This design comes from an exercise in tuning for small area, a short achievable clock period and few clock cycles on the open sky130 flow, not from production work.
Function was checked by simulation only, so behaviour that the tests miss may differ from the original.
No activity file was given, so power comes from the tool's default toggle rates.

$ cat design.v
module mipt_fpu (
    input  wire        clk,
    input  wire        rst,
    input  wire        start,
    input  wire [3:0]  op,
    input  wire [63:0] a,
    input  wire [63:0] b,
    output reg         done,
    output wire [63:0] result
);
    localparam [3:0] OP_ADD  = 4'h4, OP_SUB  = 4'h5, OP_MUL = 4'h6, OP_DIV = 4'h7,
                     OP_SQRT = 4'hA, OP_PW2  = 4'hB, OP_PW1 = 4'hC, OP_ABS = 4'hD;
    localparam [63:0] QNAN = 64'h7ff8_0000_0000_0000;
    localparam [63:0] ONE  = 64'h3ff0_0000_0000_0000;
    reg st_idle, st_dec, st_norm, st_iter, st_align, st_neg, st_rnd;
    reg c_add, c_sub, c_mul, c_pw2, c_div, c_pw1, c_sqrt;
    reg i_mul, i_div, i_sq, fin;
    reg [59:0]        acc;     
    reg [63:0]        dv;      
    reg [55:0]        qr;      
    reg signed [13:0] ex;      
    reg               sgn;     
    reg               esub;    
    reg [5:0]         cnt;
    assign result = {sgn, ex[10:0], acc[54:3]};
    wire [63:0] yr = {sgn, ex[10:0], acc[54:3]};
    wire [63:0] br = {dv[55], dv[63:56], dv[2:0], dv[54:3]};
    wire [63:0] xr = c_pw1 ? ONE : c_pw2 ? yr : br;
    wire        xs = xr[63], ys = yr[63];
    wire [10:0] xe = xr[62:52], ye = yr[62:52];
    wire        xe0 = (xe == 11'd0), ye0 = (ye == 11'd0);
    wire        xe1s = &xe, ye1s = &ye;
    wire        xf0 = (xr[51:0] == 52'd0), yf0 = (yr[51:0] == 52'd0);
    wire        xnan = xe1s & ~xf0, ynan = ye1s & ~yf0;
    wire        xinf = xe1s & xf0,  yinf = ye1s & yf0;
    wire        xz = xe0 & xf0,     yz = ye0 & yf0;
    wire [52:0] xm = {~xe0, xr[51:0]}, ym = {~ye0, yr[51:0]};
    wire [10:0] xe1 = xe0 ? 11'd1 : xe, ye1 = ye0 ? 11'd1 : ye;
    wire        ysa = ys ^ c_sub;
    wire        sxy = xs ^ ys;
    reg        spec, sf_y, sf_x;
    reg [63:0] sres;
    wire       sf_q = (sres[62:52] == 11'h7ff) & sres[51];
    always @* begin
        spec = 1'b1;
        sf_y = 1'b0;
        sf_x = 1'b0;
        sres = QNAN;
        if (c_add) begin
            if (xnan || ynan)                   sres = QNAN;
            else if (xinf && yinf && xs != ysa) sres = QNAN;
            else if (xinf)                      sres = {xs, 11'h7ff, 52'd0};
            else if (yinf)                      sres = {ysa, 11'h7ff, 52'd0};
            else if (xz && yz)                  sres = {xs & ysa, 63'd0};
            else if (xz)                        begin sres = {ysa, yr[62:0]}; sf_y = 1'b1; end
            else if (yz)                        begin sres = xr; sf_x = 1'b1; end
            else                                spec = 1'b0;
        end else if (c_mul) begin
            if (xnan || ynan || (xinf && yz) || (xz && yinf)) sres = QNAN;
            else if (xinf || yinf)              sres = {sxy, 11'h7ff, 52'd0};
            else if (xz || yz)                  sres = {sxy, 63'd0};
            else                                spec = 1'b0;
        end else if (c_div) begin
            if (xnan || ynan || (xz && yz) || (xinf && yinf)) sres = QNAN;
            else if (xinf || yz)                sres = {sxy, 11'h7ff, 52'd0};
            else if (yinf || xz)                sres = {sxy, 63'd0};
            else                                spec = 1'b0;
        end else if (c_sqrt) begin
            if (ynan)                           sres = QNAN;
            else if (yz)                        begin sres = yr; sf_y = 1'b1; end
            else if (ys)                        sres = QNAN;
            else if (yinf)                      sres = {1'b0, 11'h7ff, 52'd0};
            else                                spec = 1'b0;
        end else begin
            sres = {1'b0, yr[62:0]};             
            sf_y = 1'b1;
        end
    end
    wire [11:0] dxy  = {1'b0, xe1} - {1'b0, ye1};
    wire [11:0] dyx  = {1'b0, ye1} - {1'b0, xe1};
    wire        xge  = ~dxy[11];
    wire [10:0] be   = xge ? xe1 : ye1;
    wire [10:0] dd   = xge ? dxy[10:0] : dyx[10:0];
    wire        dfar = (dd > 11'd55);
    wire signed [13:0] e_md = c_div ? ($signed({3'd0, xe1}) - $signed({3'd0, ye1}) + 14'sd1022)
                                    : ($signed({3'd0, xe1}) + $signed({3'd0, ye1}) - 14'sd1023);
    wire signed [13:0] e_sq = ex + 14'sd1023;    
    wire d_spec = st_dec & spec;
    wire d_go   = st_dec & ~spec;
    wire d_add  = d_go & c_add;
    wire d_mul  = d_go & c_mul;
    wire d_div  = d_go & c_div;
    wire d_sq   = d_go & c_sqrt;
    wire d_sqev = d_sq & ~ye0 & ye[0];           
    wire n_div   = st_norm & c_div;
    wire n_dsh   = st_norm & ~dv[55];            
    wire n_ash   = n_div & ~acc[55];             
    wire n_sqset = st_norm & c_sqrt & dv[55];    
    wire n_done  = st_norm & dv[55] & (~c_div | acc[55]);
    function [2:0] bdec;
        input [2:0] bb;
        begin
            bdec = {bb[1] ^ bb[0],
                    (bb[2] & ~bb[1] & ~bb[0]) | (~bb[2] & bb[1] & bb[0]),
                    bb[2] & ~(bb[1] & bb[0])};
        end
    endfunction
    reg  [2:0]  mdg;
    wire [59:0] bA = ({60{mdg[2]}} & {4'd0, dv[55:0]}) | ({60{mdg[1]}} & {3'd0, dv[55:0], 1'b0});
    reg         c16, c4, c1, c0, clast;
    wire [55:0] dvsh = ({56{c16}} & {16'd0, dv[55:17], |dv[16:0]})
                     | ({56{c4}}  & {4'd0, dv[55:5], |dv[4:0]})
                     | ({56{c1}}  & {1'b0, dv[55:2], |dv[1:0]})
                     | ({56{c0}}  & dv[55:0]);
    wire [5:0]  amt  = {1'b0, c16, 1'b0, c4, 1'b0, c1};
    wire [5:0]  cnt_n = cnt - amt;
    wire        al_fin  = st_align & clast;
    wire        al_step = st_align & ~clast;
    wire [56:0] cmp = ({57{c_div}} & {qr[55:0], |acc})
                    | ({57{c_sqrt}} & {1'b0, qr[53:0], |acc, 1'b0});
    wire [56:0]        cmpn = cmp[56] ? {1'b0, cmp[56:2], cmp[1] | cmp[0]} : cmp;
    wire [56:0]        rs   = acc[56:0];
    wire               rinc = rs[2] & (rs[1] | rs[0] | rs[3]);
    wire r_left  = st_rnd & ~rs[55] & (ex > 14'sd1);
    wire r_l16   = r_left & (rs[55:40] == 16'd0) & (ex > 14'sd16);
    wire r_l1    = r_left & ~r_l16;
    wire r_den   = st_rnd & ~r_left & (ex < 14'sd1);
    wire r_all   = r_den & (ex < -14'sd57);
    wire r_rsh   = r_den & ~r_all;
    wire r_fin   = st_rnd & ~r_left & ~r_den;
    wire r_inf   = r_fin & (ex >= 14'sd2047);
    wire r_ok    = r_fin & ~r_inf;
    reg         sel_ax_acc, sel_ax_div, a_sub;
    wire [59:0] a_x = ({60{sel_ax_acc}} & acc)
                    | ({60{sel_ax_div}} & {acc[58:0], 1'b0})
                    | ({60{i_sq}}  & {acc[57:0], dv[55:54]})
                    | ({60{st_rnd}} & {3'd0, rs});
    wire [59:0] a_y = bA
                    | ({60{i_div}} & {3'd0, dv[55:0], 1'b0})
                    | ({60{i_sq}}  & {2'd0, qr, 2'b01})
                    | ({60{st_align}} & {4'd0, dvsh})
                    | ({60{st_neg}} & acc)
                    | {56'd0, st_rnd & rinc, 3'd0};
    wire [60:0] a_full;
    mipt_fpu_add addA (.a({a_x, 1'b1}), .b({a_y ^ {60{a_sub}}, a_sub}), .s(a_full));
    wire [59:0] sA = a_full[60:1];
    wire        qA = ~sA[59];
    wire        aneg  = esub & sA[59];
    wire        azero = esub & (acc[55:0] == dvsh);
    wire        al_nz = al_fin & ~azero;
    wire        al_rn = al_nz & ~aneg;
    wire        i_ds = i_div | i_sq;
    wire sel_xm  = d_div | (d_add & xge) | (d_spec & sf_x);
    wire sel_ym  = d_add & ~xge;                 
    wire m_last  = i_mul & it_last;
    wire m_stk   = m_last & (|qr[55:2]);
    wire sum_ovf = (al_fin & ~aneg) | m_last;
    wire al_ovf  = sum_ovf & sA[56];             
    wire t_sA    = (sum_ovf & ~sA[56]) | (al_fin & aneg) | st_neg | (i_ds & qA) | r_ok;
    wire t_ax    = (i_ds & ~qA) | n_ash;
    wire [59:0] acc_n = ({60{st_idle}} & {5'd0, a[51:0], 3'd0})
                      | {5'd0, d_spec & sf_q & ~sf_y & ~sf_x, 54'd0}
                      | ({60{sel_xm}}  & {4'd0, xm, 3'd0})
                      | {4'd0, sel_ym & ~ye0, 55'd0}
                      | ({60{i_mul & ~it_last}} & {{2{sA[59]}}, sA[59:2]})
                      | {59'd0, m_stk}
                      | ({60{t_ax}}    & a_x)
                      | ({60{t_sA}}    & sA)
                      | ({60{fin}}     & {3'd0, cmpn})
                      | ({60{al_ovf}}  & {4'd0, sA[56:2], sA[1] | sA[0]})
                      | ({60{r_l16}}   & {3'd0, rs[40:0], 16'd0})
                      | ({60{r_l1}}    & {3'd0, rs[55:0], 1'b0})
                      | ({60{r_rsh}}   & {4'd0, rs[56:2], rs[1] | rs[0]})
                      | {59'd0, r_all & (|rs)};
    wire acc_en = st_idle | st_dec | n_ash | st_iter | fin | al_fin | st_neg | st_rnd;
    wire acc_hold = sel_ym | (d_spec & sf_y);    
    wire sel_dxm  = (d_add & ~dfar & ~xge) | (d_mul & xe0 & ~c_pw2);
    wire dv_hold  = st_dec & ((c_add & ~dfar & ~xge) | (c_mul & xe0 & ~c_pw2));
    wire sel_dym3 = (d_add & ~dfar & xge) | (d_mul & (~xe0 | c_pw2)) | d_div | (d_sq & ~d_sqev);
    wire [63:0] dv_n = ({64{st_idle}}  & {b[62:55], b[63], b[51:0], b[54:52]})
                     | {8'd0, sel_dxm & ~xe0, 55'd0}
                     | ({64{sel_dym3}} & {8'd0, ym, 3'd0})
                     | ({64{d_sqev}}   & {9'd0, ym, 2'd0})
                     | {63'd0, d_add & dfar}
                     | ({64{n_dsh}}    & {dv[62:0], 1'b0})
                     | ({64{n_sqset & ex[0]}} & {1'b0, dv[63:1]})
                     | ({64{i_sq}}     & {dv[61:0], 2'd0})
                     | ({64{al_step}}  & {8'd0, dvsh});
    wire dv_en = st_idle | st_dec | n_dsh | (n_sqset & ex[0]) | i_sq | al_step;
    wire [52:0] mq   = xe0 ? ym : xm;           
    wire [55:0] qr_n = ({56{d_mul}} & {3'd0, mq})
                     | ({56{i_mul}} & {sA[1:0], qr[55:2]})
                     | ({56{i_ds}}  & {qr[54:0], qA});
    wire qr_en = d_go | st_iter;
    wire signed [13:0] e_dl = ({14{st_norm & c_div}} & {{13{~acc[55] & dv[55]}}, acc[55] ^ dv[55]})
                            | ({14{n_dsh & ~c_div}} & 14'h3fff)
                            | ({14{r_l16}} & 14'h3ff0)
                            | ({14{r_l1}}  & 14'h3fff)
                            | ({14{r_rsh | r_fin | st_align | i_mul}} & 14'd1)
                            | {13'd0, fin & cmp[56]};
    wire signed [13:0] e_adj = ex + e_dl;
    wire r_okc = r_ok & sA[56];
    wire r_okn = r_ok & ~sA[56] & sA[55];
    wire signed [13:0] ex_n = ({14{st_idle}} & {3'd0, a[62:52]})
                            | ({14{d_spec}}  & {3'd0, sres[62:52]})
                            | ({14{d_add}}   & {3'd0, be})
                            | ({14{d_mul | d_div}} & e_md)
                            | ({14{d_sq & ye0}} & 14'd1)
                            | ({14{d_sq & ~ye0}} & {e_sq[13], e_sq[13:1]})
                            | ({14{n_sqset}} & {e_sq[13], e_sq[13:1]})
                            | ({14{(st_norm & ~n_sqset) | fin | (st_align & ~azero) | al_ovf | r_l16 | r_l1 | r_rsh | r_okc}} & e_adj)
                            | ({14{m_last & ~sA[56]}} & ex)
                            | ({14{r_all}} & 14'd1)
                            | ({14{r_inf}} & 14'd2047)
                            | ({14{r_okn}} & ex);
    wire ex_en = st_idle | st_dec | st_norm | fin | (al_fin & azero) | al_ovf | m_last | st_rnd;
    wire sgn_n = (st_idle & a[63] & (op != OP_ABS))
               | (d_spec & sres[63])
               | (d_add & (xge ? xs : ysa))
               | ((d_mul | d_div) & sxy)
               | (al_nz & (sgn ^ aneg));
    wire sgn_en = st_idle | st_dec | al_fin;
    wire [5:0] cnt_nx = ({6{d_add & ~dfar}} & dd[5:0])
                      | ({6{st_iter}} & (cnt + 6'd1))
                      | ({6{al_step}} & cnt_n);
    wire cnt_en = st_dec | st_iter | al_step;
    wire it_last = st_iter & (cnt == (i_mul ? 6'd26 : i_div ? 6'd55 : 6'd53));
    wire go_iter = (d_go & ~c_add & ~(c_sqrt ? ye0 : (xe0 | ye0))) | n_done;
    wire [2:0] mdg_n = (go_iter & c_mul) ? (st_dec ? bdec({mq[1:0], 1'b0}) : bdec({qr[1:0], 1'b0}))
                     : (i_mul & ~it_last) ? bdec(qr[3:1]) : 3'd0;
    wire esub_n   = st_dec ? (xs ^ ysa) : esub;
    wire imul_n   = go_iter ? c_mul  : ~it_last & i_mul;
    wire idiv_n   = go_iter ? c_div  : ~it_last & i_div;
    wire isq_n    = go_iter ? c_sqrt : ~it_last & i_sq;
    wire stnorm_n = (d_go & ~c_add & ~go_iter) | (st_norm & ~n_done);
    wire stal_n   = d_add | al_step;
    wire stneg_n  = al_nz & aneg;
    always @(posedge clk) begin
        if (acc_en) begin
            acc[59:55] <= acc_n[59:55];
            acc[2:0]   <= acc_n[2:0];
        end
        if (acc_en & ~acc_hold) acc[54:3] <= acc_n[54:3];
        if (dv_en) begin
            dv[63:55] <= dv_n[63:55];
            dv[2:0]   <= dv_n[2:0];
        end
        if (dv_en & ~dv_hold) dv[54:3] <= dv_n[54:3];
        if (qr_en)  qr  <= qr_n;
        if (ex_en)  ex  <= ex_n;
        if (sgn_en) sgn <= sgn_n;
        if (cnt_en) begin
            cnt   <= cnt_nx;
            c16   <= (cnt_nx >= 6'd16);
            c4    <= (cnt_nx < 6'd16) & (cnt_nx >= 6'd4);
            c1    <= (cnt_nx < 6'd4) & (cnt_nx != 6'd0);
            c0    <= (cnt_nx == 6'd0);
            clast <= (cnt_nx == 6'd0) | (cnt_nx == 6'd1) | (cnt_nx == 6'd4) | (cnt_nx == 6'd16);
        end
        mdg  <= mdg_n;
        esub <= esub_n;
        if (st_idle) begin
            c_add  <= (op == OP_ADD) | (op == OP_SUB);
            c_sub  <= (op == OP_SUB);
            c_mul  <= (op == OP_MUL) | (op == OP_PW2);
            c_pw2  <= (op == OP_PW2);
            c_div  <= (op == OP_DIV) | (op == OP_PW1);
            c_pw1  <= (op == OP_PW1);
            c_sqrt <= (op == OP_SQRT);
        end
    end
    always @(posedge clk) begin
        if (rst) begin
            st_idle <= 1'b1;
            st_dec <= 1'b0; st_norm <= 1'b0; st_iter <= 1'b0;
            st_align <= 1'b0; st_neg <= 1'b0; st_rnd <= 1'b0;
            i_mul <= 1'b0; i_div <= 1'b0; i_sq <= 1'b0; fin <= 1'b0;
            sel_ax_acc <= 1'b0; sel_ax_div <= 1'b0; a_sub <= 1'b0;
            done  <= 1'b0;
        end else begin
            done     <= (st_idle & start & (op == OP_ABS)) | d_spec | (al_fin & azero) | r_fin;
            st_idle  <= (st_idle & ~(start & (op != OP_ABS))) | d_spec | (al_fin & azero) | r_fin;
            st_dec   <= st_idle & start & (op != OP_ABS);
            st_norm  <= (d_go & ~c_add & ~go_iter) | (st_norm & ~n_done);
            st_iter  <= go_iter | (st_iter & ~it_last);
            st_align <= stal_n;
            st_neg   <= stneg_n;
            sel_ax_acc <= imul_n | stal_n;
            sel_ax_div <= idiv_n | (stnorm_n & c_div);
            a_sub      <= mdg_n[0] | idiv_n | isq_n | (stal_n & esub_n) | stneg_n;
            st_rnd   <= fin | m_last | al_rn | st_neg | (st_rnd & ~r_fin);
            if (go_iter) begin
                i_mul <= c_mul; i_div <= c_div; i_sq <= c_sqrt;
            end else if (it_last) begin
                i_mul <= 1'b0; i_div <= 1'b0; i_sq <= 1'b0;
            end
            fin <= it_last & ~i_mul;
        end
    end
endmodule
module mipt_fpu_add (
    input  wire [60:0] a,
    input  wire [60:0] b,
    output wire [60:0] s
);
    localparam N = 61, L = 6;
    wire [N-1:0] g [0:L];
    wire [N-1:0] p [0:L];
    assign g[0] = a & b;
    assign p[0] = a ^ b;
    genvar l, i;
    generate
        for (l = 0; l < L; l = l + 1) begin : lvl
            for (i = 0; i < N; i = i + 1) begin : bitn
                if ((i >> l) & 1) begin : comb
                    localparam integer J = ((i >> l) << l) - 1;
                    assign g[l+1][i] = g[l][i] | (p[l][i] & g[l][J]);
                    assign p[l+1][i] = p[l][i] & p[l][J];
                end else begin : pass
                    assign g[l+1][i] = g[l][i];
                    assign p[l+1][i] = p[l][i];
                end
            end
        end
    endgenerate
    assign s = p[0] ^ {g[L][N-2:0], 1'b0};
endmodule
$ cat run.sh
#!/bin/bash
# synth_recipe.tcl (not shown) runs the flow's synth.tcl, then flattens the netlist and writes it again
# the make line also repeats each setting of config.mk as NAME=value (left out here)
make -C /OpenROAD-flow-scripts/flow DESIGN_CONFIG=/design/flow/config.mk WORK_HOME=/design/flow/orfs CLKGATE_MAP_FILE= SYNTH_SCRIPT=/design/flow/synth_recipe.tcl finish
$ cat config.mk
export PLATFORM = sky130hd
export DESIGN_NAME = mipt_fpu
export DESIGN_NICKNAME = mipt_fpu
export VERILOG_FILES = /design/flow/design.v
export SDC_FILE = /design/flow/constraint.sdc
export NUM_CORES = 4
export LEC_CHECK = 0
export CAP_MARGIN = 20
export CELL_PAD_IN_SITES_DETAIL_PLACEMENT = 1
export CELL_PAD_IN_SITES_GLOBAL_PLACEMENT = 1
export CORE_MARGIN = 2
export CORE_UTILIZATION = 35
export PLACE_DENSITY = 0.5
export SLEW_MARGIN = 20
$ cat constraint.sdc
create_clock -name core_clock -period 22.0 [get_ports {clk}]
set_input_delay 4.4000 -clock core_clock [delete_from_list [all_inputs] [get_ports {clk}]]
set_output_delay 4.4000 -clock core_clock [all_outputs]
set_load 0.01 [all_outputs]
==> impl_metrics.ini, run 1 <==
[clock_tree]
cts_root_buffer = clkbuf_16
clkLatencyLatePin_ns = 0.59
cts_buffer_depth = 3
hold_buffers = 0
cts_setup_buffers = 0
cts-resized-gates = 0
clkTransAtPathRegs_ns = 0.06
cts.htree.levels = 2
cts_buffers = 35
cts.sinks = 231
cts_tree = done

[worst_setup_path]
r2r_end = dv[33]
rr_startpoint = c_pw2
worstSetupPathType = reg -> reg
endpoint_kind = register
r2r_slack_ns = 14.41
cp.arrival_ns = 8.03
reg2regPathDepth = 23
cp_max_fo = 98
critPathRequiredTime_ns = 22.44
start_kind = register

[logic_synthesis]
synth_area_um2 = 29900
ys_types = 105
ys_seq_area_frac = 0.226
syn_inst = 3787
avgSynthCellArea_um2 = 7.90
yosysWarnings = 2
syn_nets = 4057
ys_async_sr_fraction = 0
synth_edf_count = 213
synth_ff_type = edfxtp_1
ys_ff_latch = 231

[cells_and_area]
layout.nets = 3932
synthToLayoutAreaGrowth_pct = 11.7
drive_above_1_share = 0.0792

[global_routing]
grt_pass1_wl_mm = 256
grt_max_degree = 123
gr-total-overflow = 0
grt_use_total = 0.397
antenna_found_initial = 3
grt_pass1_vias = 34200

[routing]
route.detailed.drc = 0
drt-vias-per-instance = 7.31
routedWlPerCell_um = 37.3
ant_nets = 0
drt_iter0_markers = 6132
first_pass_iters = 14
routed_wl_mm = 180
vias = 35300

[worst_hold_path]
hold_class = reg -> reg
hold_depth = 2
hold_start = st_idle
hold_end = st_dec

[timing]
finClkSkew_ns = 0.0464
setup-tns-final_ns = 0
slew_headroom = 0.168
final.min_clock_period_ns = 7.59
rsz0062_at_grt = false
setup_viol = 0
slew_violations = 0
finalHoldViolCount = 0
fmax_mhz = 132
finalCritPeriodShare = 0.345
worstMarginPinSlew_ns = 1.24
hold_ws_ns = 0.578

[placement]
gp_congestion = 0.942
hpwl_mm = 127
io_buffers = 199

[floorplan]
die_h_um = 296
pin_count = 200
core_area_um2 = 84900
fp-row-count = 107
die_w_um = 296
start_util = 0.353
die-area_um2 = 87800

[power_and_ir_drop]
leakage_nw = 12.2
power_density_nw_per_um2 = 84.7
irDropWorstVdd_mv = 0.0492

[job]
maxCapViolCount = 0

[status]
outcome = no timing/DRC/antenna violations
==> worst max-delay path, cell delays in order (launching register included) <==
cell	delay (ns)
edfxtp_1	0.40
buf_12	0.49
nor2b_1	0.14
a211oi_2	0.38
inv_2	0.13
a211oi_4	0.21
buf_4	0.53
inv_1	0.19
nand2_1	0.23
inv_1	0.10
ha_1	0.25
fa_1	0.50
nor2b_1	0.18
o2111ai_1	0.19
a31oi_2	0.33
nor3_1	0.07
o31ai_1	0.54
nand4_1	0.24
a32oi_2	0.47
nor2b_1	0.55
inv_2	0.12
o2bb2ai_4	0.15
buf_4	0.61
a221o_1	0.27
==> Yosys cell counts (22+ instances only) <==
library cell  count  area (µm²)
a222oi_1        188        1880
a211oi_1         34         255
a22oi_1         306        2300
nor2_1          207         777
buf_2            36         180
buf_1            40         150
o221ai_1         58         508
inv_1           128         480
nand3_1          64         320
nor4_1           46         288
nor2b_1          26         163
edfxtp_1        213        6400
nand2b_1         31         194
nand4_1          43         269
xor2_1           37         324
a22o_1           39         342
a21oi_1         252        1260
xnor2_1         175        1530
a31oi_1          25         156
mux2i_1          86         861
buf_4            71         533
o22ai_1          28         175
nor3_1           56         280
a21o_1           28         210
ha_1            126        1580
a221o_1          86         861
a221oi_1         51         447
nand2_1         440        1650
o21ai_0         172         861
o211ai_1         48         360
and3_1           22         138
clkbuf_1        331        1240
==> layer usage <==
metal  up-vias  global-route usage  wire (µm)
li1      14500                   -          -
met4         0               0.155       7960
met5         -                   0          0
met3       438               0.105      23100
met1     17800               0.571      76900
met2      2594               0.557      72300
==> layout by cell type, fill, tap and decap left out, types with 15 or more instances in the layout <==
cell type and instances:
a211oi_1 33, a21o_1 27, xnor2_1 175, nand2b_1 31, xor2_1 37, nand2_1 439
o211ai_1 48, edfxtp_1 213, clkdlybuf4s50_1 199, a31oi_1 24, nor2_1 201, a221o_1 86
mux2i_1 86, a21oi_1 251, ha_1 126, buf_4 121, a22o_1 39, and3_1 22
clkbuf_16 38, nand3_1 64, nand4_1 43, o22ai_1 28, nor4_1 45, inv_1 128
o221ai_1 58, a22oi_1 306, or2_2 15, o21ai_0 172, a221oi_1 51, a222oi_1 188
nor3_1 56, nor2b_1 25
==> kinds of logic (layout without fill, tap and decap cells) <==
| kind of cell | after synthesis | in the layout | share of synthesized area |
|---|---|---|---|
| compound gates | 1477 | 1477 | 0.372 |
| simple gates | 1017 | 1017 | 0.158 |
| buf+inv | 615 | 516 | 0.0891 |
| flops | 231 | 231 | 0.226 |
| xor+xnor | 212 | 212 | 0.0621 |
| fa+ha+maj | 135 | 135 | 0.0587 |
| mux | 100 | 100 | 0.0340 |
| other cells | 0 | 2 | 0 |
==> area by class of cell <==
cell class | count | area, µm²
fill | 10100 | 51500
multi-input combinational | 2941 | 20600
sequential | 231 | 6770
timing repair buffer | 323 | 2950
tap | 1144 | 1430
clock buffer | 48 | 1010
inverter | 130 | 488
clock inverter | 15 | 120
antenna | 2 | 5.00
==> power breakdown <==
part / switching [mW] / internal [mW] / total (mW)
Combinational: 0.966 / 0.501 / 1.47
Clock: 0.255 / 0.334 / 0.590
Sequential: 0.201 / 0.572 / 0.773
==> state kept, by name, summed over array words and instances, names as in the netlist, 2 cells and up <==
signal	flops
acc	60
cnt	6
dv	64
ex	14
mdg	2
qr	56
==> through the flow <==
stage | worst slack (ns) | util | total power, mW | std cells | cell area, µm²
after floorplan | 13.69 | - | 1.60 | 3787 | 29900
after global placement | 14.93 | 0.380 | 2.16 | 4768 | 32300
after detailed placement | 14.56 | 0.380 | 2.18 | 4768 | 32300
after CTS | 14.49 | 0.393 | 2.77 | 4831 | 33400
after global routing | 13.97 | 0.394 | 2.93 | 4832 | 33400
final | 14.41 | 0.394 | 2.83 | 4834 | 33400
==> worst max path at each step <==
stage	cells after the start	slack [ns]	to	from
after global placement	23	14.93	dv[36]	c_pw2
after detailed placement	23	14.56	dv[21]	c_pw2
final	23	14.41	dv[33]	c_pw2
after global routing	23	13.97	dv[32]	c_pw2
after CTS	23	14.49	dv[10]	c_pw2
after floorplan	19	13.69	dv[10]	c_pw2
Testbench counts, summed over its fixed seeds: cycles 149,561.
==> run 2: changes to the inputs <==
--- a/design.v
+++ b/design.v
@@ -117,6 +117,9 @@
     wire        al_fin  = st_align & clast;
     wire        al_step = st_align & ~clast;
-    wire [56:0] cmp = ({57{c_div}} & {qr[55:0], |acc})
-                    | ({57{c_sqrt}} & {1'b0, qr[53:0], |acc, 1'b0});
+    wire [56:0] cmp = ({57{c_mul}} & {acc[54:0], qr[55:54]})
+                    | ({57{c_div}} & {qr[55:0], 1'b0})
+                    | ({57{c_sqrt}} & {1'b0, qr[53:0], 2'b0})
+                    | {56'd0, (c_mul & (|qr[53:0])) | (c_div & (|acc))}
+                    | {55'd0, c_sqrt & (|acc), 1'b0};
     wire [56:0]        cmpn = cmp[56] ? {1'b0, cmp[56:2], cmp[1] | cmp[0]} : cmp;
     wire [56:0]        rs   = acc[56:0];
@@ -153,9 +156,6 @@
     wire sel_xm  = d_div | (d_add & xge) | (d_spec & sf_x);
     wire sel_ym  = d_add & ~xge;                 
-    wire m_last  = i_mul & it_last;
-    wire m_stk   = m_last & (|qr[55:2]);
-    wire sum_ovf = (al_fin & ~aneg) | m_last;
-    wire al_ovf  = sum_ovf & sA[56];             
-    wire t_sA    = (sum_ovf & ~sA[56]) | (al_fin & aneg) | st_neg | (i_ds & qA) | r_ok;
+    wire al_ovf  = al_fin & ~aneg & sA[56];      
+    wire t_sA    = (al_fin & ~al_ovf) | st_neg | (i_ds & qA) | r_ok;
     wire t_ax    = (i_ds & ~qA) | n_ash;
     wire [59:0] acc_n = ({60{st_idle}} & {5'd0, a[51:0], 3'd0})
@@ -163,6 +163,5 @@
                       | ({60{sel_xm}}  & {4'd0, xm, 3'd0})
                       | {4'd0, sel_ym & ~ye0, 55'd0}
-                      | ({60{i_mul & ~it_last}} & {{2{sA[59]}}, sA[59:2]})
-                      | {59'd0, m_stk}
+                      | ({60{i_mul}}   & {{2{sA[59]}}, sA[59:2]})
                       | ({60{t_ax}}    & a_x)
                       | ({60{t_sA}}    & sA)
@@ -197,5 +196,5 @@
                             | ({14{r_l16}} & 14'h3ff0)
                             | ({14{r_l1}}  & 14'h3fff)
-                            | ({14{r_rsh | r_fin | st_align | i_mul}} & 14'd1)
+                            | ({14{r_rsh | r_fin | st_align}} & 14'd1)
                             | {13'd0, fin & cmp[56]};
     wire signed [13:0] e_adj = ex + e_dl;
@@ -209,10 +208,9 @@
                             | ({14{d_sq & ~ye0}} & {e_sq[13], e_sq[13:1]})
                             | ({14{n_sqset}} & {e_sq[13], e_sq[13:1]})
-                            | ({14{(st_norm & ~n_sqset) | fin | (st_align & ~azero) | al_ovf | r_l16 | r_l1 | r_rsh | r_okc}} & e_adj)
-                            | ({14{m_last & ~sA[56]}} & ex)
+                            | ({14{(st_norm & ~n_sqset) | fin | (st_align & ~azero) | r_l16 | r_l1 | r_rsh | r_okc}} & e_adj)
                             | ({14{r_all}} & 14'd1)
                             | ({14{r_inf}} & 14'd2047)
                             | ({14{r_okn}} & ex);
-    wire ex_en = st_idle | st_dec | st_norm | fin | (al_fin & azero) | al_ovf | m_last | st_rnd;
+    wire ex_en = st_idle | st_dec | st_norm | fin | (al_fin & azero) | al_ovf | st_rnd;
     wire sgn_n = (st_idle & a[63] & (op != OP_ABS))
                | (d_spec & sres[63])
@@ -289,5 +287,5 @@
             sel_ax_div <= idiv_n | (stnorm_n & c_div);
             a_sub      <= mdg_n[0] | idiv_n | isq_n | (stal_n & esub_n) | stneg_n;
-            st_rnd   <= fin | m_last | al_rn | st_neg | (st_rnd & ~r_fin);
+            st_rnd   <= fin | al_rn | st_neg | (st_rnd & ~r_fin);
             if (go_iter) begin
                 i_mul <= c_mul; i_div <= c_div; i_sq <= c_sqrt;
@@ -295,5 +293,5 @@
                 i_mul <= 1'b0; i_div <= 1'b0; i_sq <= 1'b0;
             end
-            fin <= it_last & ~i_mul;
+            fin <= it_last;
         end
     end
==> run 2 against run 1 <==
Largest cell class unchanged. Combinational power is 26% higher. Die area is 1.1% higher. Maximum frequency is 7.4% higher. Non-clock buffer count is 21 higher. Synthesized cell count is 1.1% higher. Design area is 1.7% higher. Sequential cell count stayed put. Power is 15% higher. Clock skew is 0.0023 ns higher. Critical path type unchanged. Global-route usage is 1.3 points higher.
==> impl_metrics.ini, run 2 <==
[status]
outcome = no timing/DRC/antenna violations

[floorplan]
die-area_um2 = 88800
die_h_um = 298
start_util = 0.354
core_area_um2 = 85400
pin_count = 200
die_w_um = 298
fp-row-count = 107

[cells_and_area]
final_common_cell = nand2_1
synthToLayoutAreaGrowth_pct = 12.3
layout_common_cells = 442 x nand2_1, 303 x a22oi_1, 262 x a222oi_1
top_regs = dv x64, acc x60, qr x56
largest-register = dv
fill_cells = 10200
largest_register_ffs = 64
layout.nets = 3984
final_util = 0.398
drive_above_1_share = 0.0754

[clock_tree]
cts_setup_buffers = 0
clkLatencyLatePin_ns = 0.60
hold_buffers = 0
cts-resized-gates = 0
cts_root_buffer = clkbuf_16
cts_tree = done
cts.htree.levels = 2
cts_buffers = 37
cts_buffer_depth = 3
clkTransAtPathRegs_ns = 0.06
cts.sinks = 231

[global_routing]
grt_use_total = 0.410
grt_pass1_vias = 34900
antenna_found_initial = 18
grt_pass1_wl_mm = 268
gr-total-overflow = 0
grt_max_degree = 143

[routing]
drt_iter0_markers = 6728
drt-vias-per-instance = 7.39
routed_wl_mm = 191
routedWlPerCell_um = 39.0
route.detailed.drc = 0
wl_met3_mm = 27.5
topRoutingLayerUsed = met5
first_pass_iters = 11
wl_met2_mm = 76.0
ant_nets = 0
wl_met1_mm = 79.1
vias = 36100

[job]
maxCapViolCount = 0

[logic_synthesis]
synth_area_um2 = 30200
synthTopCellsByArea = edfxtp_1 21%, a222oi_1 8.7%, a22oi_1 7.5%
syn_inst = 3829
ys_types = 93
ys_ff_latch = 231
avgSynthCellArea_um2 = 7.90
yosysWarnings = 2
synth_edf_count = 213
synth_commonest_cells = 443 x nand2_1, 359 x clkbuf_1, 304 x a22oi_1
syn_nets = 4099
netlist.area_leader.share = 0.211
ys_seq_area_frac = 0.223
synth_ff_type = edfxtp_1
ys_async_sr_fraction = 0
yosys.area.top_type = edfxtp_1
synth_most_common_cell = nand2_1

[timing]
final.min_clock_period_ns = 7.06
finalHoldViolCount = 0
worstMarginPinSlew_ns = 1.23
fmax_mhz = 142
slew_violations = 0
setup_viol = 0
finalCritPeriodShare = 0.321
rsz0062_at_grt = false
slew_headroom = 0.178
finClkSkew_ns = 0.0487
setup-tns-final_ns = 0

[power_and_ir_drop]
combPwrFrac = 0.567
leakage_nw = 12.8
clockPowerShare = 0.190
power.switching_mw = 1.72
power_switching_share = 0.528
seq_power_share = 0.243
irDropWorstVdd_mv = 0.0524
power_density_nw_per_um2 = 96.0
p_int_mw = 1.54

[placement]
hpwl_mm = 137
io_buffers = 199
gp_congestion = 1.00

[worst_hold_path]
hold_class = reg -> reg
hold_start = dv[40]
hold_depth = 2
hold_end = dv[41]

[worst_setup_path]
critPathRequiredTime_ns = 22.24
r2r_slack_ns = 14.94
cp.arrival_ns = 7.31
reg2regPathDepth = 18
worstSetupPathType = reg -> reg
start_kind = register
r2r_end = dv[31]
rr_startpoint = ex[7]
cp_max_fo = 52
endpoint_kind = register
==> run 2: changes by cell type after synthesis, sizes merged, moves of 27 or more <==
cell / before / now
a21oi: 261 / 225
a222oi: 188 / 262
nor2: 209 / 169
nand3: 65 / 115
a22o: 39 / 9
mux2i: 86 / 164
clkbuf: 332 / 359
a221o: 86 / 52
o221ai: 58 / 29
==> run 2: how the worst max path moves through the flow <==
stage | startpoint | to | slack [ns]
finish | ex[7] | dv[31] | 14.94
detailed placement | ex[7] | dv[25] | 15.06
floorplan | ex[3] | dv[10] | 13.44
global route | ex[7] | dv[55] | 14.39
global placement | st_rnd | acc[15] | 15.31
CTS | ex[7] | dv[22] | 15.07
==> run 2: cells by family after synthesis <==
group | count (synthesis) | share of synthesized area
xor gates and xnor gates | 221 | 0.0640
buffers and inverters | 637 | 0.0885
adders and majority gates | 136 | 0.0584
and+or+nand+nor | 1037 | 0.161
DFF | 231 | 0.223
muxes | 168 | 0.0558
AOI/OAI and AO/OA | 1399 | 0.349
==> run 2: cell type report <==
type / instances / area (µm²) / area share
multi-input cells: 2961 / 21000 / 0.617
clock buffers: 47 / 1030 / 0.0302
well taps: 1144 / 1430 / 0.0421
inverters: 139 / 522 / 0.0154
diodes: 3 / 7.51 / 0.000221
flip-flops and latches: 231 / 6780 / 0.199
clock inverters: 20 / 153 / 0.00449
repair buffers: 344 / 3110 / 0.0915
==> run 2: routing by layer <==
| layer | vias to the layer above | GRT usage |
|---|---|---|
| met5 | - | 0 |
| met4 | 22 | 0.159 |
| met3 | 409 | 0.149 |
| met2 | 2782 | 0.566 |
| met1 | 18200 | 0.572 |
| li1 | 14700 | - |
==> run 2: worst max-delay path, stage by stage, from the launching register on <==
cell and delay (ns):
edfxtp_1 0.57, nor4_1 0.62, nand2_1 0.21, nor3_1 0.95, nor2_1 0.32, inv_1 0.13
ha_1 0.16, inv_1 0.06, fa_1 0.54, nand3_1 0.16, a31o_2 0.19, nand2_1 0.08
o311ai_0 0.81, nand3_1 0.12, or3b_2 0.49, a32o_1 0.36, o32ai_1 0.45, a21boi_4 0.09
buf_4 0.34
==> run 2: per-stage QoR <==
step	worst slack, ns	std cells	hold WS, ns	power, mW	instance area [µm²]
floorplan	13.44	3829	0.473	1.79	30200
global placement	15.31	4817	0.630	2.52	32800
detailed placement	15.06	4818	0.618	2.55	32800
CTS	15.07	4885	0.631	3.17	34000
global route	14.39	4888	0.664	3.36	34000
finish	14.94	4889	0.647	3.26	34000
==> run 2: power groups by stage <==
| stage | sequential [mW] | clock, mW | combinational (mW) |
|---|---|---|---|
| 3_5_place_dp | 0.783 | 0 | 1.76 |
| 5_1_grt | 0.792 | 0.634 | 1.93 |
| 3_3_place_gp | 0.782 | 0 | 1.74 |
| 6_report | 0.793 | 0.620 | 1.85 |
| 4_1_cts | 0.776 | 0.622 | 1.77 |
| 2_1_floorplan | 0.655 | 0 | 1.14 |
Testbench counts of run 2, summed over its fixed seeds: cycles 150,732.
==> run 3: changes to the inputs <==
--- a/config.mk
+++ b/config.mk
@@ -10,5 +10,5 @@
 export CELL_PAD_IN_SITES_GLOBAL_PLACEMENT = 1
 export CORE_MARGIN = 2
-export CORE_UTILIZATION = 35
+export CORE_UTILIZATION = 40
 export PLACE_DENSITY = 0.5
 export SLEW_MARGIN = 20
==> run 3 against run 2 <==
Area after synthesis unchanged. Non-clock buffer count down 11. Die area down 12%. Synthesized cell count unchanged. Clock power down 7.3%. Highest routed layer unchanged.
==> impl_metrics.ini, run 3 <==
[cells_and_area]
top_regs = dv x64, acc x60, qr x56
layout_common_cells = 442 x nand2_1, 303 x a22oi_1, 262 x a222oi_1
drive_above_1_share = 0.0712
stdcell_area_um2 = 33600
largest_register_ffs = 64
largest-register = dv
final_common_cell = nand2_1
synthToLayoutAreaGrowth_pct = 11.0
layout.nets = 3971

[placement]
hpwl_mm = 128
io_buffers = 199
gp_congestion = 1.03
place_area_um2 = 32500

[global_routing]
antenna_found_initial = 13
grt_max_degree = 93
grt_pass1_wl_mm = 257
grt_pass1_vias = 35200
grt_use_total = 0.444
gr-total-overflow = 0

[timing]
slew_violations = 0
setup-tns-final_ns = 0
finalCritPeriodShare = 0.324
finClkSkew_ns = 0.0462
slew_headroom = 0.131
final.min_clock_period_ns = 7.14
finalHoldViolCount = 0
worstMarginPinSlew_ns = 1.30
rsz0062_at_grt = false
fmax_mhz = 140
setup_viol = 0

[power_and_ir_drop]
power_switching_share = 0.527
p_int_mw = 1.51
power.switching_mw = 1.68
combPwrFrac = 0.572
clockPowerShare = 0.180
irDropWorstVdd_mv = 0.0520
leakage_nw = 12.7
seq_power_share = 0.247
power_density_nw_per_um2 = 95.0

[worst_setup_path]
cp.arrival_ns = 7.54
slowest_delay_ns = 0.79
cp_max_fo = 60
r2r_end = acc[0]
crit_slowest_cell = dfxtp_4
reg2regPathDepth = 18
r2r_slack_ns = 14.86
crit_buf_inv = 3
critPathRequiredTime_ns = 22.40
worstSetupPathType = reg -> reg
endpoint_kind = register
start_kind = register
crit_chain = buf_4 > a222oi_1 > nand2_1 > a21oi_1 > xnor2_1 > ha_1 > nand4_1 > nor3_1 > nand2_1 > or4_1 > o32ai_2 > buf_4 > a21oi_1 > o21ai_0 > and3_2 > buf_4 > a21oi_1 > o221ai_1
crit_family = simple AND/OR/NAND/NOR gates
rr_startpoint = i_sq

[logic_synthesis]
yosys.area.top_type = edfxtp_1
netlist.area_leader.share = 0.211
synth_ff_type = edfxtp_1
synthTopCellsByArea = edfxtp_1 21%, a222oi_1 8.7%, a22oi_1 7.5%
synth_most_common_cell = nand2_1
ys_ff_latch = 231
syn_nets = 4099
syn_inst = 3829
synth_commonest_cells = 443 x nand2_1, 359 x clkbuf_1, 304 x a22oi_1
avgSynthCellArea_um2 = 7.90
ys_async_sr_fraction = 0
ys_types = 93
ys_seq_area_frac = 0.223
synth_area_um2 = 30200
yosysWarnings = 2
synth_edf_count = 213

[clock_tree]
cts_buffer_depth = 3
cts_root_buffer = clkbuf_16
hold_buffers = 0
cts_tree = done
clkLatencyLatePin_ns = 0.60
cts.htree.levels = 2
cts_buffers = 35
cts-resized-gates = 0
cts_setup_buffers = 0
clkTransAtPathRegs_ns = 0.06
cts.sinks = 231

[worst_hold_path]
hold_depth = 2
hold_class = reg -> reg
hold_start = st_idle
hold_end = st_dec

[routing]
ant_nets = 0
routed_wl_mm = 179
first_pass_iters = 12
vias = 36100
routedWlPerCell_um = 38.2
route.detailed.drc = 0
drt-vias-per-instance = 7.70
drt_iter0_markers = 7322

[floorplan]
start_util = 0.405
fp-row-count = 100
core_area_um2 = 74700
pin_count = 200
die_w_um = 279
die-area_um2 = 77800
die_h_um = 279

[status]
outcome = no timing/DRC/antenna violations

[job]
maxCapViolCount = 0
[run 3: cell counts after synthesis]
Identical to the previous run, type by type.
[run 3: how the worst max path moves through the flow]
stage                      from      to  slack [ns]  depth (start not counted)
final                      i_sq  acc[0]       14.86                         18
after global routing      ex[7]  dv[14]       14.51                         19
after CTS                  i_sq  acc[0]       15.06                         17
after detailed placement   i_sq  acc[0]       15.10                         17
after global placement     i_sq   ex[1]       15.29                         15
after floorplan           ex[3]  dv[10]       13.44                         19
[run 3: final cells by class]
class                           instances  area (µm²)
Tap cell                              969        1210
Clock buffer                           43         937
Antenna cell                            4        10.0
Clock inverter                         16         143
Multi-Input combinational cell       2961       21000
Timing Repair Buffer                  333        3020
Fill cell                            8835       41100
Sequential cell                       231        6780
Inverter                              139         522
[run 3: tightest hold or removal path, stage by stage, from the launching register on]
cell	delay, ns
dfxtp_4	0.44
nand2_1	0.09
nor3_1	0.04
[run 3: kinds of logic (layout without fill, tap and decap cells)]
group	count (synthesis)	after routing	share of synthesized area
AOI/OAI and AO/OA	1399	1399	0.349
xor gates and xnor gates	221	221	0.0640
adders and majority gates	136	136	0.0584
buffers and inverters	637	531	0.0885
DFF	231	231	0.223
muxes	168	168	0.0558
other	0	4	0
and+or+nand+nor	1037	1037	0.161
[run 3: per-layer routing]
metal  vias to the layer above  track usage  wire length (µm)
met4                        14        0.197              8670
met3                       492        0.169             27300
met1                     18000        0.613             72800
met2                      2944        0.605             70500
li1                      14700            -                 -
met5                         -            0                97
[run 3: through the flow]
step	cells	setup slack, ns	power, mW	hold WS [ns]	util
after floorplan	3829	13.44	1.79	0.473	-
after global placement	4632	15.29	2.47	0.568	0.435
after detailed placement	4633	15.10	2.51	0.571	0.435
after CTS	4692	15.06	3.08	0.583	0.449
after global routing	4693	14.51	3.28	0.611	0.449
final	4696	14.86	3.19	0.608	0.449
[run 3: power groups by stage]
stage / sequential, mW / combinational, mW / clock, mW
6_report: 0.789 / 1.83 / 0.575
3_5_place_dp: 0.778 / 1.73 / 0
2_1_floorplan: 0.655 / 1.14 / 0
5_1_grt: 0.788 / 1.91 / 0.585
3_3_place_gp: 0.775 / 1.70 / 0
4_1_cts: 0.770 / 1.74 / 0.573

re-timing with driven ports:
Ports are ideal in the flow. The routed layouts listed here were re-timed in OpenROAD.
Step 1: set_driving_cell puts a clkbuf_16 on clk and a buf_2 on each other input, an assumption about the parent block.
Step 2 adds t to the input delays and takes it off the output delays; t is the mean of the earliest and latest rising clock arrival at the registers after step 1. Input paths then give back, and output paths get back, about the clock's delay inside the block.
Three values: ideal ports, drivers, drivers and shift; two values: the first two.
| run | t, ns | setup WS [ns] | worst setup path at the end |
|---|---|---|---|
| run 1 | 0.636 | 14.410 / 14.410 / 14.410 | register to register |
| run 2 | 0.645 | 14.936 / 14.936 / 14.936 | register to register |
| run 3 | 0.636 | 14.862 / 14.862 / 14.862 | register to register |
After both steps every run listed still meets setup and hold.
